Context: an optimization exercise on an open-source flow, tuned for small area, a short achievable clock period and few clock cycles. The choices shown serve that exercise and are no tape-out recipe.
Only simulation tests tie the RTL to the original design; equivalence was not proved.
Power and IR drop assume default switching activity.

==> inputs of run a <==
==> flow/design.v (excerpt) <==
module pcmux_rx (
    input  wire        clk,
    input  wire        rst,
    input  wire        in_valid,
    input  wire [7:0]  in_data,
    output wire        in_ready,
    input  wire [11:0] cfg_prog_en,
    input  wire [95:0] cfg_prog_code,
    output reg         tel_valid,
    output wire [7:0]  tel_data,
    output reg         evt_valid,
    output wire [7:0]  evt_data,
    output reg         ack
);
    localparam K_VER    = 3'd0;   
    localparam K_SALT   = 3'd1;   
    localparam K_PSTAT  = 3'd2;   
    localparam K_CKSUM  = 3'd3;   
    localparam K_TEL1   = 3'd4;   
    localparam K_EVT1   = 3'd5;   
    localparam K_PBAD   = 3'd6;   
    reg        rdy;
    reg        a_v, b_v;
    reg  [7:0] a_d, b_d;
    assign in_ready = rdy;
    wire take = in_valid & rdy;
    function [5:0] bcls(input [7:0] x);
        bcls = {x == 8'h03, x == 8'h10, x == 8'hFF, x == 8'h02, x == 8'h00, x == 8'hA5};
    endfunction
    reg  [5:0] a_c;
  ...
clock: 10.0 ns
lec_check: 0
cap_margin: 20
core_margin: 2
core_utilization: 55
cts_buf_list: sky130_fd_sc_hd__clkbuf_16
cts_cluster_diameter: 60
cts_cluster_size: 20
slew_margin: 20
standard.sh (not shown) runs the stock make flow with config.mk's settings and CLKGATE_MAP_FILE= SYNTH_SCRIPT=/design/flow/synth_recipe.tcl, a recipe that flattens the netlist after the stock synthesis.
==> flow/flow/run.sh <==
#!/bin/bash
# The standard layout (the standard.sh, standard synthesis), with two
# changes to how it is made:
#  - repair_timing aims at 6.5 ns of setup slack, well inside the period;
#  - the port buffers are plain sky130_fd_sc_hd__buf_2 cells.
# Everything else (SDC, period, floorplan, CTS, routing) is the standard flow.
set -euo pipefail
bash standard.sh SETUP_SLACK_MARGIN=6.5 \
    "BUFFER_PORTS_ARGS=-buffer_cell sky130_fd_sc_hd__buf_2" \
    finish > standard_flow.log 2>&1
==> inputs of run b, as changes to run a <==
==> flow/flow/run.sh (replaced) <==
#!/bin/bash
# The standard layout (the standard.sh, standard synthesis), with two
# changes to how it is made:
#  - repair_timing aims at 6.5 ns of setup slack, well inside the period;
#  - the port buffers are plain sky130_fd_sc_hd__buf_1 cells.
# Everything else (SDC, period, floorplan, CTS, routing) is the standard flow.
set -euo pipefail
bash standard.sh SETUP_SLACK_MARGIN=6.5 \
    "BUFFER_PORTS_ARGS=-buffer_cell sky130_fd_sc_hd__buf_1" \
    finish > standard_flow.log 2>&1
- CTS_CLUSTER_DIAMETER: 60 -> 80
- CTS_CLUSTER_SIZE: 20 -> 25
==> inputs of run c, as changes to run a <==
--- a/flow/design.v
+++ b/flow/design.v
@@ -8,46 +8,43 @@
     input  wire [95:0] cfg_prog_code,
     output reg         tel_valid,
     output wire [7:0]  tel_data,
     output reg         evt_valid,
     output wire [7:0]  evt_data,
     output reg         ack
 );
-    localparam K_VER    = 3'd0;   
-    localparam K_SALT   = 3'd1;   
-    localparam K_PSTAT  = 3'd2;   
-    localparam K_CKSUM  = 3'd3;   
-    localparam K_TEL1   = 3'd4;   
-    localparam K_EVT1   = 3'd5;   
-    localparam K_PBAD   = 3'd6;   
+    localparam K_VER    = 4'd0;   
+    localparam K_TEMP   = 4'd1;   
+    localparam K_SALT   = 4'd2;   
+    localparam K_STAT   = 4'd3;   
+    localparam K_CBAD   = 4'd4;   
+    localparam K_PBAD   = 4'd5;   
+    localparam K_CKSUM  = 4'd6;   
+    localparam K_OVF    = 4'd7;   
+    localparam K_PSHORT = 4'd8;   
+    localparam K_PSTAT  = 4'd9;   
     reg        rdy;
     reg        a_v, b_v;
     reg  [7:0] a_d, b_d;
     assign in_ready = rdy;
     wire take = in_valid & rdy;
-    function [5:0] bcls(input [7:0] x);
-        bcls = {x == 8'h03, x == 8'h10, x == 8'hFF, x == 8'h02, x == 8'h00, x == 8'hA5};
-    endfunction
-    reg  [5:0] a_c;
-    wire a_03 = a_c[5], a_10 = a_c[4], a_ff = a_c[3], a_02 = a_c[2], a_00 = a_c[1], a_a5 = a_c[0];
     reg  [5:0]  len;         
     reg         typ;         
     reg         bad1;        
     reg  [2:0]  kdec;        
     reg  [7:0]  prev;        
     reg  [15:0] sum;         
     reg  [7:0]  rb4;         
     reg  [8*61-1:0] rbv;     
     reg        act_v, pend_v, q1_v;
-    reg  [2:0] akind, pkind, q1kind;
+    reg  [3:0] akind, pkind, q1kind;
     reg  [15:0] q1dat;
     reg  [3:0] arec;
     reg  [5:0] abp;
     reg  [15:0] adat, pdat;  
-    reg        lastrec;      
     wire [7:0] p6 = rbv[8*(9) +: 8];
     wire [7:0] p7 = rbv[8*(10) +: 8];
     reg prog_known;
     integer pi;
     always @(*) begin
         prog_known = 1'b0;
         for (pi = 0; pi < 12; pi = pi + 1)
@@ -92,56 +89,75 @@
         endcase
     end
     always @(posedge clk) vbyte <= vnext;
     reg        r_evt;
     reg [7:0]  r_id;
     reg [5:0]  r_len;
     reg [31:0] r_val;
+    reg        r_last;
     always @(*) begin
         r_evt  = 1'b0;
         r_id   = 8'h00;
         r_len  = 6'd1;
         r_val  = 32'd0;
+        r_last = 1'b1;
         case (akind)
             K_VER: begin
                 r_id  = 8'h01;
                 r_len = adat[5:0];
             end
+            K_TEMP: begin
+                r_id  = 8'h02;
+                r_val = {adat[15:8], 24'd0};
+            end
             K_SALT: begin
                 if (arec == 4'd0) begin
                     r_id   = 8'h03;
                     r_len  = 6'd2;
                     r_val  = {prod, 16'd0};
+                    r_last = 1'b0;
                 end else begin
                     r_id   = {4'h1, 1'b0, arec[2:0] - 3'd1};
                     r_val  = {7'd0, adat[arec[2:0] - 3'd1], 24'd0};
+                    r_last = (arec == 4'd8);
                 end
             end
-            K_TEL1: begin
-                r_id  = adat[15:8];
-                r_val = {adat[7:0], 24'd0};
+            K_STAT: begin
+                r_id  = 8'h04;
+                r_val = {8'h01, 24'd0};
             end
-            K_EVT1: begin
+            K_CBAD: begin
                 r_evt = 1'b1;
-                r_id  = adat[15:8];
-                r_val = {adat[7:0], 24'd0};
+                r_id  = 8'h01;
+                r_val = {adat[15:8], 24'd0};
             end
             K_PBAD: begin
                 r_evt = 1'b1;
                 r_id  = 8'h02;
                 r_len = 6'd2;
                 r_val = {adat, 16'd0};
             end
             K_CKSUM: begin
                 r_evt = 1'b1;
                 r_id  = 8'h03;
                 r_len = 6'd4;
                 r_val = {sum, adat};
             end
+            K_OVF: begin
+                r_evt = 1'b1;
+                r_id  = 8'h04;
+                r_val = {adat[15:8], 24'd0};
+            end
+            K_PSHORT: begin
+                r_evt = 1'b1;
+                r_id  = 8'h09;
+                r_val = {adat[15:8], 24'd0};
+            end
             K_PSTAT: begin
+                r_last = (arec == 4'd7);
                 case (arec[2:0])
                     3'd0: begin
                         if (p6 == 8'h0A) begin
                             r_id = 8'h20; r_val = {8'h01, 24'd0};
                         end else if (p6 == 8'h04) begin
                             r_id = 8'h20; r_val = {8'h00, 24'd0};
                         end else begin
@@ -174,15 +190,15 @@
             emit_byte = {2'b00, r_len};
         else if (akind == K_VER)
             emit_byte = vbyte;
         else
             emit_byte = r_val[(6'd31 - {vpos[1:0], 3'b000}) -: 8];
     end
     reg  rec_done;           
-    wire act_finish = act_v & rec_done & lastrec;
+    wire act_finish = act_v & rec_done & r_last;
     reg [6:0] fa;
     always @(*) begin
         case (akind)
             K_VER:   fa = (abp < 6'd2) ? 7'd5 : {1'b0, abp} + 7'd3;
             K_CKSUM: fa = 7'd3;
             K_PSTAT: begin
                 case (arec[2:0])
@@ -204,32 +220,37 @@
     reg        pf_ck, pf_ver, pf_st;    
     wire blocked_pos = (len >= 6'd3) &&
                        ({1'b0, len} >= fence || pf_ck ||
                         (pf_ver && len >= 6'd5) || (pf_st && len >= 6'd9));
     wire [7:0] b = a_d;
     wire [7:0] n = rbv[8*(8) +: 8];
     wire       pos0 = (len == 6'd0);
-    wire       start = pos0 && (a_10 || a_ff);
+    wire       start = pos0 && (b == 8'h10 || b == 8'hFF);
     wire [2:0] kd_b = (b == 8'h03) ? 3'd0 : (b == 8'h16) ? 3'd1 :
                       (b == 8'h12) ? 3'd2 : (b == 8'h01) ? 3'd3 : 3'd4;
     wire       c_bad   = (len >= 6'd2) && bad1;
-    reg        pv10;         
-    wire       c_done  = !c_bad && (len >= 6'd3) && pv10 && a_03;
-    wire [2:0] c_k     = (len == 6'd3) ? 3'd0 : kdec;
-    wire       p_hbad  = (len == 6'd1 && !a_00) || (len == 6'd2 && !a_ff) ||
-                         (len == 6'd3 && !a_a5);
+    wire       c_done  = !c_bad && (len >= 6'd3) && (prev == 8'h10) && (b == 8'h03);
+    wire [2:0] c_k     = (len == 6'd3) ? kd_b : kdec;
+    reg [7:0] hdr_exp;
+    always @(*) begin
+        case (len[1:0])
+            2'd1:    hdr_exp = 8'h00;
+            2'd2:    hdr_exp = 8'hFF;
+            default: hdr_exp = 8'hA5;
+        endcase
+    end
+    wire       p_hbad  = (len >= 6'd1) && (len <= 6'd3) && (b != hdr_exp);
     reg        p_last;       
     wire       p_done  = p_last;
-    reg        ck_hi;        
-    wire       p_ckbad = !ck_hi || (sum[7:0] != b);
+    wire       p_ckbad = (sum != {prev, b});
     wire       p_stat  = (rbv[8*(6) +: 8] == 8'h60) && (rbv[8*(7) +: 8] == 8'h07);
     wire       p_add   = (len >= 6'd4) && (len <= 6'd8 || ({3'd0, len} <= {1'b0, n} + 9'd8));
     wire       ceil    = (len == 6'd63);
     reg        f_end;        
-    reg [2:0]  f_kind;
+    reg [3:0]  f_kind;
     reg        f_job;        
     reg [5:0]  f_vlen;
     reg [15:0] f_dat;
     reg        f_ack;
     always @(*) begin
         f_end  = 1'b0;
         f_kind = K_VER;
@@ -239,47 +260,44 @@
         f_ack  = 1'b0;
         if (!pos0) begin
             if (!typ) begin
                 if (c_done) begin
                     f_end = 1'b1;
                     f_ack = 1'b1;
                     f_job = (c_k != 3'd4);
-                    case (c_k)
-                        3'd0: begin f_kind = K_VER;  f_dat = {10'd0, f_vlen}; end
-                        3'd1: begin f_kind = K_TEL1; f_dat = {8'h02, rb4}; end
-                        3'd2: begin f_kind = K_SALT; f_dat = {rb4, (len == 6'd5) ? b : rbv[8*(5) +: 8]}; end
-                        default: begin f_kind = K_TEL1; f_dat = {8'h04, 8'h01}; end
-                    endcase
+                    f_kind = {1'b0, c_k};
+                    if (c_k == 3'd0) f_dat = {10'd0, f_vlen};
+                    else             f_dat = {rb4, (len == 6'd5) ? b : rbv[8*(5) +: 8]};
                 end else if (ceil) begin
                     f_end  = 1'b1;
                     f_job  = 1'b1;
-                    f_kind = K_EVT1;
-                    f_dat  = c_bad ? {8'h01, rb4} : {8'h04, 8'h10};
+                    f_kind = c_bad ? K_CBAD : K_OVF;
+                    f_dat   = c_bad ? {rb4, 8'h00} : {8'h10, 8'h00};
                 end
             end else begin
                 if (p_hbad) begin
                     f_end  = 1'b1;
                     f_job  = 1'b1;
                     f_kind = K_PBAD;
                     f_dat   = {6'd0, len[1:0], b};
                 end else if (p_done) begin
                     f_end = 1'b1;
                     if (p_ckbad) begin
                         f_job  = 1'b1;
                         f_kind = K_CKSUM;
                     end else if (p_stat) begin
                         f_job  = 1'b1;
-                        f_kind = (n < 8'd13) ? K_EVT1 : K_PSTAT;
-                        f_dat  = {8'h09, n};
+                        f_kind = (n < 8'd13) ? K_PSHORT : K_PSTAT;
+                        f_dat   = {n, 8'h00};
                     end
                 end else if (ceil) begin
                     f_end  = 1'b1;
                     f_job  = 1'b1;
-                    f_kind = K_EVT1;
-                    f_dat  = {8'h04, 8'hFF};
+                    f_kind = K_OVF;
+                    f_dat   = {8'hFF, 8'h00};
                 end
             end
         end
     end
     wire act_free = !act_v || act_finish;
     wire blocked  = blocked_pos || (f_end && q1_v);
     wire proc     = a_v && !blocked;
@@ -310,22 +328,20 @@
             act_v  <= 1'b0;
             pend_v <= 1'b0;
             q1_v   <= 1'b0;
         end else begin
             if (!a_v || proc) begin
                 if (b_v) begin
                     a_d <= b_d;
-                    a_c <= bcls(b_d);
                     a_v <= 1'b1;
                     b_v <= take;
                     b_d <= in_data;
                     rdy <= !take;
                 end else begin
                     a_d <= in_data;
-                    a_c <= bcls(in_data);
                     a_v <= take;
                     rdy <= 1'b1;
                 end
             end else begin
                 if (take) begin
                     b_d <= in_data;
                     b_v <= 1'b1;
@@ -334,29 +350,27 @@
             end
             fence  <= fa;
             pf_ck  <= (pend_v && pkind == K_CKSUM) || (q1_v && q1kind == K_CKSUM);
             pf_ver <= (pend_v && pkind == K_VER)   || (q1_v && q1kind == K_VER);
             pf_st  <= (pend_v && pkind == K_PSTAT) || (q1_v && q1kind == K_PSTAT);
             if (proc) begin
                 prev <= b;
-                pv10 <= a_10;
-                ck_hi <= (sum[15:8] == b);
                 p_last <= typ && !f_end && (len >= 6'd9) &&
                           ({3'd0, len} == {1'b0, n} + 9'd9);
                 if (pos0) begin
                     if (start) begin
-                        typ <= a_ff;
+                        typ <= (b == 8'hFF);
                         len <= 6'd1;
                     end
                 end else if (f_end) begin
                     len <= 6'd0;
                 end else begin
                     len <= len + 6'd1;
                 end
-                if (len == 6'd1) bad1 <= !a_02;
+                if (len == 6'd1) bad1 <= (b != 8'h02);
                 if (len == 6'd1 || (len == 6'd4 && !bad1)) rb4 <= b;
                 if (len == 6'd3) begin
                     kdec <= kd_b;
                     sum  <= {8'd0, b};
                 end else if (p_add) begin
                     sum  <= sum + {8'd0, b};
                 end
@@ -366,25 +380,22 @@
                 if (r_evt) evt_valid <= 1'b1;
                 else       tel_valid <= 1'b1;
                 obyte <= emit_byte;
                 rec_done <= !rec_done && (abp == r_len);
                 if (rec_done) begin
                     abp  <= 6'd0;
                     arec <= arec + 4'd1;
-                    lastrec <= (akind == K_SALT && arec == 4'd7) ||
-                               (akind == K_PSTAT && arec == 4'd6);
                 end else begin
                     abp <= abp + 6'd1;
                 end
             end
             if (act_free) begin
                 if (pend_v) begin
                     act_v <= 1'b1;
                     akind <= pkind;
-                    lastrec <= (pkind != K_SALT) && (pkind != K_PSTAT);
                     arec  <= 4'd0;
                     abp   <= 6'd0;
                     rec_done <= 1'b0;
                     adat  <= pdat;
                     pend_v <= q1_v | new_job;
                     q1_v   <= q1_v & new_job;
                     if (q1_v) begin
@@ -395,15 +406,14 @@
                         pdat   <= f_dat;
                     end
                     q1kind <= f_kind;
                     q1dat  <= f_dat;
                 end else if (new_job) begin
                     act_v <= 1'b1;
                     akind <= f_kind;
-                    lastrec <= (f_kind != K_SALT) && (f_kind != K_PSTAT);
                     arec  <= 4'd0;
                     abp   <= 6'd0;
                     rec_done <= 1'b0;
                     adat  <= f_dat;
                 end else begin
                     act_v <= 1'b0;
                 end
- CORE_UTILIZATION: 55 -> 40
- CTS_BUF_LIST: sky130_fd_sc_hd__clkbuf_16 -> unset
- CTS_CLUSTER_DIAMETER: 60 -> unset
- CTS_CLUSTER_SIZE: 20 -> unset
==> summary of the runs <==
- Against run a, the worst hold slack of run c is higher by 0.010 ns.
- Count of clock-buffer cells in the layout: run a is lower than run c (42).
- The highest core utilization belongs to run a, the lowest to run c.
- Against run c, the routed wire length of run a is smaller by about 7.5%.
- The highest first-iteration DRC count belongs to run b, the lowest to run c.
- In run c the sequential power is lower than in run a, by about 1%.
- In run a the clock skew is higher than in run c, by 0.024 ns.
==> figures <==
item                                                                        run b      run a      run c
Clock network power                                                       1.64 mW    2.00 mW    2.60 mW
Clock-pin slew of the registers on the worst-case setup and hold paths    0.10 ns    0.08 ns    0.06 ns
H-tree depth reported by CTS                                                    2          2          3
Number of cells in the finished layout apart from fillers                    3475       3520       3887
FILL cells                                                                   4459       4359       6615
Max stage delay on crit path                                              0.86 ns    0.59 ns    0.53 ns
Net switching power                                                      1.210 mW   1.290 mW   1.376 mW
Post-Synthesis Net Count                                                     2730       2730       2706
Count of different cell masters after synthesis                                89         89         94
Storage cell area                                                       18770 µm²  18770 µm²  18590 µm²
Hold WS                                                                 0.5394 ns  0.5342 ns  0.5446 ns
Outcome                                          no timing/DRC/antenna violations  no timing/DRC/antenna violations  no timing/DRC/antenna violations
Sequential fraction of design power                                         59.7%      55.5%      49.5%
Clock Sink Count                                                              636        636        630
Number of cells on the worst reg-to-reg path                                    8          9         10
Total non-filler cell area in the finished layout                       34900 µm²  35900 µm²  37890 µm²
Testbench counts of run a, summed over its fixed seeds: cycles 50,288.
Testbench counts of run b, summed over its fixed seeds: cycles 50,288.
Testbench counts of run c, summed over its fixed seeds: cycles 50,288.

==> static timing again, ports no longer ideal <==
No port has a modelled driver above. Below, the same layouts with a new extraction and two added sets of constraints.
Step 1 (the two cells are an assumption about what drives the block):
set clk [get_ports {clk}]
set_driving_cell -lib_cell sky130_fd_sc_hd__clkbuf_16 $clk
set_driving_cell -lib_cell sky130_fd_sc_hd__buf_2 [delete_from_list [all_inputs] $clk]
Step 2 also shifts input and output timing later by t, the mid clock arrival at the registers, as if the neighbouring blocks saw the same clock.
a / b / c = ideal ports / drivers / drivers and shift; a / b = the first two.
run | shift t [ns] | setup WS [ns] | hold WS [ns] | clock arrival spread, ns
run a | 0.685 | 6.487 / 6.487 / 5.970 | 0.534 / 0.534 / 0.534 | 0.050 / 0.049
run b | 0.680 | 6.429 / 6.429 / 6.038 | 0.539 / 0.539 / 0.539 | 0.037 / 0.037
run c | 0.702 | 6.416 / 6.416 / 5.963 | 0.545 / 0.545 / 0.545 | 0.029 / 0.029
After both steps setup and hold are still met in every run listed. The setup slack of run a, which loses most, moves by 0.000 ns with the drivers and by -0.517 ns with both steps.
